Source: an optimization exercise on an open RTL-to-GDS flow (aim: small area, a short achievable clock period and few clock cycles per item). Production flows keep margins and buffers that such runs may drop. For this run, only the layout was checked, not whether the RTL still works. No activity file was given, so power comes from the tool's default toggle rates.

[design.v]
module pfde_seq (
    input  wire        clk,
    input  wire        rst,           
    input  wire        cmd_valid,
    output wire        cmd_ready,
    input  wire [15:0] cmd_count,     
    input  wire        in_valid,
    output wire        in_ready,
    input  wire [7:0]  in_data,
    output reg         out_valid,
    input  wire        out_ready,
    output reg  [31:0] out_id,
    output reg         done,          
    output wire        err,
    output wire [3:0]  err_code,
    output reg  [19:0] consumed
);
    localparam [2:0] S_IDLE = 3'd0,
                     S_BV0  = 3'd1,    
                     S_BV1  = 3'd2,    
                     S_BV2  = 3'd3,    
                     S_HDR  = 3'd4,    
                     S_FOR  = 3'd5,    
                     S_CON  = 3'd6,    
                     S_FIN  = 3'd7;    
    reg  [2:0]  state;
    reg  [15:0] rem;        
    reg  [6:0]  blkc;       
    reg  [5:0]  bw;         
    reg         wide;       
    reg         st2;        
    reg  [31:0] q;          
    reg  [5:0]  bcnt;       
    reg         bv3;        
    reg         ec3, ec2, ec1;    
    assign err_code = {ec3, ec2, ec1, ec3};
    assign err      = ec1;
    function [15:0] rev16(input [15:0] x);
        integer i;
        for (i = 0; i < 16; i = i + 1) rev16[i] = x[15 - i];
    endfunction
    function [7:0] rev8(input [7:0] x);
        integer i;
        for (i = 0; i < 8; i = i + 1) rev8[i] = x[7 - i];
    endfunction
    function [15:0] tmask(input [4:0] k);
        integer i;
        for (i = 0; i < 16; i = i + 1) tmask[i] = (k > i);
    endfunction
    wire out_free = !out_valid || out_ready;
    wire [4:0] klo  = wide ? 5'd16 : bw[4:0];             
    wire [4:0] khi  = bw[5] ? 5'd16 : {1'b0, bw[3:0]};    
    wire [4:0] kcur = st2 ? khi : klo;
    wire [5:0] rgap = st2 ? {1'b0, khi} : bw;             
    wire last_seq = (rem == 16'd1);
    wire rem_ge3  = (rem[15:2] != 14'd0) || (rem[1] && rem[0]);
    wire more1    = (blkc != 7'd0) && !last_seq;          
    wire more2    = (blkc[6:1] != 6'd0) && rem_ge3;       
    wire last_blk = !more1;
    wire is_for = (state == S_FOR);
    wire is_con = (state == S_CON);
    wire have  = (bcnt >= {1'b0, kcur});
    wire room  = (bcnt <= 6'd24);
    wire [6:0] need = {1'b0, rgap} + (more1 ? {1'b0, bw} : 7'd0);
    wire want_for = room && (({1'b0, bcnt} < need) || (wide && more2));
    wire con_full = (bcnt >= bw);
    wire con_run  = con_full && (!wide || bcnt[5]);
    wire con_pad  = is_con && con_full && wide && !bcnt[5];
    wire step   = is_for && have && (st2 || out_free);
    wire cemit  = is_con && con_run && out_free;
    wire fin_id = (step && !(wide && !st2)) || cemit;     
    assign in_ready = (state == S_BV0) || (state == S_BV1) || (state == S_BV2) ||
                      (state == S_HDR) || (is_for && want_for) || (is_con && !con_full);
    assign cmd_ready = (state == S_IDLE);
    wire byte_in = in_valid && in_ready;
    wire [47:0] qx  = {q, 16'd0};
    wire [46:0] sh5 = bcnt[5] ? {31'd0, qx[47:32]} : qx[46:0];
    wire [30:0] sh4 = bcnt[4] ? sh5[46:16] : sh5[30:0];
    wire [22:0] sh3 = bcnt[3] ? sh4[30:8]  : sh4[22:0];
    wire [18:0] sh2 = bcnt[2] ? sh3[22:4]  : sh3[18:0];
    wire [16:0] sh1 = bcnt[1] ? sh2[18:2]  : sh2[16:0];
    wire [15:0] qsh = bcnt[0] ? sh1[16:1]  : sh1[15:0];
    wire [15:0] ext = rev16(qsh[15:0]);                   
    wire [15:0] mlo = tmask(klo);
    wire [15:0] mhi = wide ? tmask(khi) : 16'd0;
    wire [15:0] b_lo = st2 ? 16'd0 : (ext & mlo);
    wire [15:0] b_hi = st2 ? (ext & mhi) : (is_con ? (rev16(q[15:0]) & mhi) : 16'd0);
    wire [31:0] sum  = out_id + {b_hi, b_lo} + {31'd0, !st2};
    wire [5:0] hdr_b    = in_data[5:0];
    wire [1:0] hdr_type = in_data[7:6];
    always @(posedge clk) begin
        if (rst) begin
            state     <= S_IDLE;
            out_valid <= 1'b0;
            done      <= 1'b0;
        end else begin
            done <= 1'b0;
            if (out_valid && out_ready)
                out_valid <= 1'b0;
            if (byte_in)
                consumed <= consumed + 20'd1;
            case (state)
            S_IDLE: begin
                if (cmd_valid) begin
                    consumed <= 20'd0;
                    ec3 <= 1'b0;
                    ec2 <= 1'b0;
                    ec1 <= 1'b0;
                    rem <= cmd_count;
                    state <= (cmd_count == 16'd0) ? S_FIN : S_BV0;
                end
            end
            S_BV0: begin
                if (byte_in) begin
                    bv3 <= in_data[6];
                    if (in_data[7:5] == 3'b111) begin
                        ec1   <= 1'b1;     
                        state <= S_FIN;
                    end else if (!in_data[7]) begin
                        out_id    <= {25'd0, in_data[6:0]};
                        out_valid <= 1'b1;
                        rem       <= rem - 16'd1;
                        state     <= last_seq ? S_FIN : S_HDR;
                    end else if (!in_data[6]) begin
                        out_id <= {18'd0, in_data[5:0], 8'd0};
                        state  <= S_BV1;
                    end else begin
                        out_id <= {11'd0, in_data[4:0], 16'd0};
                        state  <= S_BV1;
                    end
                end
            end
            S_BV1: begin
                if (byte_in) begin
                    out_id[7:0] <= in_data;
                    if (!bv3) begin
                        out_valid <= 1'b1;
                        rem       <= rem - 16'd1;
                        state     <= last_seq ? S_FIN : S_HDR;
                    end else
                        state <= S_BV2;
                end
            end
            S_BV2: begin
                if (byte_in) begin
                    out_id[15:8] <= in_data;
                    out_valid    <= 1'b1;
                    rem          <= rem - 16'd1;
                    state        <= last_seq ? S_FIN : S_HDR;
                end
            end
            S_HDR: begin
                if (byte_in) begin
                    bw   <= hdr_b;
                    wide <= (hdr_b > 6'd16);
                    st2  <= 1'b0;
                    bcnt <= 6'd0;
                    blkc <= 7'd127;
                    if (hdr_b > 6'd32) begin
                        ec2   <= 1'b1;     
                        ec1   <= 1'b1;
                        state <= S_FIN;
                    end else if (hdr_type == 2'd3)
                        state <= S_CON;
                    else if (hdr_type == 2'd0)
                        state <= S_FOR;
                    else begin
                        ec3   <= 1'b1;     
                        ec1   <= 1'b1;
                        state <= S_FIN;
                    end
                end
            end
            S_FOR, S_CON: begin
                if (byte_in || con_pad)
                    q <= {q[23:0], byte_in ? rev8(in_data) : 8'd0};
                bcnt <= bcnt - (step ? {1'b0, kcur} : 6'd0) +
                        ((byte_in || con_pad) ? 6'd8 : 6'd0);
                if (step || cemit) begin
                    out_id    <= sum;
                    out_valid <= fin_id;
                end
                if (step && wide)
                    st2 <= !st2;
                if (fin_id) begin
                    rem  <= rem - 16'd1;
                    blkc <= blkc - 7'd1;
                    if (last_blk)
                        state <= last_seq ? S_FIN : S_HDR;
                end
            end
            default: begin  
                if (out_free) begin
                    done  <= 1'b1;
                    state <= S_IDLE;
                end
            end
            endcase
        end
    end
endmodule
[run.sh]
#!/bin/bash
# synth_recipe.tcl (not shown) runs the flow's synth.tcl, then flattens the netlist and writes it again
# the make line also repeats each setting of config.mk as NAME=value (left out here)
make -C /OpenROAD-flow-scripts/flow DESIGN_CONFIG=/design/flow/config.mk WORK_HOME=/design/flow/orfs CLKGATE_MAP_FILE= SYNTH_SCRIPT=/design/flow/synth_recipe.tcl finish
[config.mk]
export PLATFORM = sky130hd
export DESIGN_NAME = pfde_seq
export DESIGN_NICKNAME = pfde_seq
export VERILOG_FILES = /design/flow/design.v
export SDC_FILE = /design/flow/constraint.sdc
export NUM_CORES = 4
export LEC_CHECK = 0
export CAP_MARGIN = 20
export CORE_MARGIN = 2
export CORE_UTILIZATION = 40
export SETUP_SLACK_MARGIN = 2.5
export SLEW_MARGIN = 20
[constraint.sdc]
create_clock -name core_clock -period 5.5 [get_ports {clk}]
set_input_delay 1.1000 -clock core_clock [delete_from_list [all_inputs] [get_ports {clk}]]
set_output_delay 1.1000 -clock core_clock [all_outputs]
set_load 0.01 [all_outputs]
==> results_dict.tcl <==
set metrics [dict create \
    antenna_found_initial 0 \
    timing.final.setup_violations 0 \
    synth_edf_count 125 \
    design.core.area_sq_um 25980 \
    drv_cap 0 \
    rsz0062_at_grt "true" \
    cts_tree "yes" \
    p_leak_nw 6.016 \
    grt_max_degree 40 \
    initialDrtViolationCount 1197 \
    num_rows 59 \
    avgRoutedWirePerCell_um 21.43 \
    syn_to_final_growth_pct 47.40 \
    max_freq_mhz 205.5 \
    timing.rr.start "rem[4]$_DFFE_PP_" \
    root_buffer "clkbuf_16" \
    vias_per_cell 6.057 \
    cp_max_fo 3 \
    gr-usage-met2 0.4166 \
    drv_slew 0 \
    drt-total-wl_um 36890 \
    regToRegSetupSlack_ns 0.63 \
    use_met1 0.3502 \
    grt_pass1_wl_um 56350 \
    gr-usage-met3 0.04314 \
    diodes 0 \
    synth_top_area_share 0.3559 \
    holdPathEnd "q[30]$_DFFE_PP_" \
    synth_common_cells "nand2_1 (132), edfxtp_1 (125), a21oi_1 (102)" \
    fin_setup_tns_ns 0 \
    hold-path-cell-count 0 \
    seq_area_frac_synth 0.3654 \
    power_density_nw_per_um2 368.0 \
    htree_levels 4 \
    synthArstFlopShare 0 \
    layout-drive-gt1-share 0.3304 \
    grt_overflow 0 \
    total_power_mw 5.721 \
    critPathLaunch "rem[4]$_DFFE_PP_" \
    gp_congestion 0.9116 \
    ys_seq_elements 130 \
    yosysTopAreaCell "edfxtp_1" \
    vdd_drop_max_mv 0.2241 \
    vias 10420 \
    fin_crit_sh 0.8848 \
    crit_path_start_kind "register" \
    top_usage_layer "met2" \
    end_kind "register" \
    reg2reg_depth 22 \
    syn_nets 1269 \
    fin_util 0.5983 \
    cts_made_buffers 17 \
    drtPass1Iterations 7 \
    netlist_instances 1170 \
    drtAntennaViolNets 0 \
    dpl.hpwl_um 23340 \
    r2r-end "bcnt[5]$_SDFFCE_PP0P_" \
    synth_flop_cell "edfxtp_1" \
    cts_buffer_depth 2 \
    nets 1472 \
    pin_count 90 \
    tightest_slew_ns 1.074 \
    synth_area_leaders "edfxtp_1 (36%), ha_1 (7.7%), a21oi_1 (4.8%), nand2_1 (4.7%), mux2i_1 (4.3%)" \
    port_buffers 89 \
    floorplan.die.height_um 166.4 \
    synth-warning-count 1 \
    slew_headroom 0.2814 \
    first_global_vias 10100 \
    min_from "q[22]$_DFFE_PP_" \
    dieArea_sq_um 27680 \
    grt_usage 0.2547 \
    status "finished clean" \
    min_period_ns 4.866 \
    synth_cell_type_count 80 \
    cts.sinks 130 \
    die-width_um 166.4 \
    cp.arrival_ns 5.03 \
    hold_path.class "reg -> reg" \
    drc 0 \
    skew_ns 0.01484 \
    required_ns 5.67 \
    synth_area_sq_um 10550 \
    clkTransAtPathRegs_ns 0.08 \
    report.final.hold_viol_count 0 \
    yosysMostFrequentCell "nand2_1" \
    clkLatencyLatePin_ns 0.44 \
    ctsHoldBuffers 0 \
    criticalPathCategory "reg -> reg" \
    initial_core_util 0.4059 \
    postSynthAreaPerCell_sq_um 9.015 \
]
[sequential cells by signal (all words and copies together), names as in the netlist, 3 cells and up]
| register | flops |
|---|---|
| bcnt | 6 |
| blkc | 7 |
| bw | 6 |
| consumed | 20 |
| out_id | 32 |
| q | 32 |
| rem | 16 |
| state | 3 |
[how the worst max path moves through the flow]
stage / slack, ns / cells past startpoint / to
2_1_floorplan: 0.65 / 23 / bcnt[5]$_SDFFCE_PP0P_
3_3_place_gp: 0.46 / 17 / in_ready
3_5_place_dp: 0.39 / 23 / bcnt[5]$_SDFFCE_PP0P_
4_1_cts: 0.60 / 16 / in_ready
5_1_grt: 0.35 / 23 / bcnt[5]$_SDFFCE_PP0P_
6_report: 0.63 / 22 / bcnt[5]$_SDFFCE_PP0P_
[cell usage in the layout (no fill, tap or decap), drive strengths merged, types with 7 or more instances in the layout]
master           n
nand3           20
o21ai           86
a221oi           7
inv             38
xor2            23
nand4           18
ha              65
nor4            13
a211oi          19
and3            23
mux2i           45
clkdlybuf4s50   87
a31oi            8
edfxtp         125
a21o            35
nor3            35
o31ai            8
nor2            75
o22ai            7
clkbuf          18
nand2b          22
and2            21
buf            165
a21oi          103
nand2          132
xnor2           33
o21a             8
o211ai          11
nor2b           17
mux2            12
or3              7
[metal layers]
metal,wire length [um],up-vias,share of wire
li1,-,4787,-
met1,16000,5097,0.43
met2,17350,447,0.47
met3,2547,93,0.069
met4,990,0,0.027
met5,0,-,0
[report_power, final]
part / internal, mW / leakage [nW] / switching, mW / total [mW]
clock network: 0.656 / 0.297 / 0.559 / 1.21
logic: 1.43 / 4.53 / 1.58 / 3.01
registers: 1.33 / 1.19 / 0.171 / 1.50
total: 3.41 / 6.02 / 2.31 / 5.72
[per-stage QoR]
stage                     area, sq um  setup WS (ns)  instances  hold slack (ns)
after detailed placement        12010         0.3885       1547           0.4737
after global placement          12010         0.4606       1547           0.4708
final                           15550         0.6337       1721           0.4938
after global routing            15550         0.3498       1721           0.5047
after floorplan                 10900         0.6525       1170           0.4415
after CTS                       14840         0.6039       1694           0.4881
[critical path, cell delays in order (launching register included)]
cell,delay [ns]
edfxtp_1,0.39
or3_4,0.42
nor4_4,0.17
and4_4,0.27
nor2_1,0.05
and2_1,0.14
ha_2,0.19
fa_2,0.53
inv_2,0.04
ha_4,0.19
a21o_1,0.15
a21o_1,0.16
a21oi_2,0.15
o21ai_2,0.09
a41oi_2,0.21
nor2_2,0.08
o21ai_2,0.10
fa_1,0.49
ha_4,0.27
a21o_1,0.17
a21oi_2,0.15
xnor2_1,0.13
nor2_1,0.05
[what timing repair did]
| action | in CTS | in global routing |
|---|---|---|
| gates cloned | 9 | 0 |
| pin swaps | 106 | 74 |
| endpoints found under the setup margin | 161 | 160 |
| buffers inserted | 106 | 27 |
| resized for setup | 236 | 95 |
[kinds of logic after synthesis]
| logic type | synth area share |
|---|---|
| XOR/XNOR | 0.04650 |
| flip-flops | 0.3654 |
| multiplexers | 0.05979 |
| buffers and inverters | 0.04258 |
| adder cells (fa/ha/maj) | 0.08660 |
| AO/OA/AOI/OAI | 0.2128 |
| AND/OR/NAND/NOR | 0.1864 |
[layout make-up]
| type | count | area (sq um) |
|---|---|---|
| Clock buffer | 17 | 425.4 |
| Clock inverter | 15 | 181.4 |
| Fill cell | 2169 | 10440 |
| Inverter | 31 | 127.6 |
| Multi-Input combinational cell | 937 | 7925 |
| Sequential cell | 130 | 3854 |
| Tap cell | 335 | 419.2 |
| Timing Repair Buffer | 256 | 2615 |

-- afterwards: timing with drivers on the ports --
Ports are ideal in the flow. The routed layout listed here was re-timed in OpenROAD.
Step 1, drivers: a clkbuf_16 drives clk and a buf_2 each remaining input, both assumed.
Step 2 adds t to the input delays and takes it off the output delays; t is the mean of the earliest and latest rising clock arrival at the registers after step 1. Input paths then give back, and output paths get back, about the clock's delay inside the block.
a / b / c = no drivers / after step 1 / after step 2; a / b = the first two.
shift t [ns]: 0.486
setup WS [ns]: 0.634 / 0.586 / 0.634
worst slew at a driven data input, ns: 0.05
After both steps setup and hold are still met in this run. For this run, drivers alone change the setup slack by -0.048 ns; drivers and shift together by 0.000 ns.
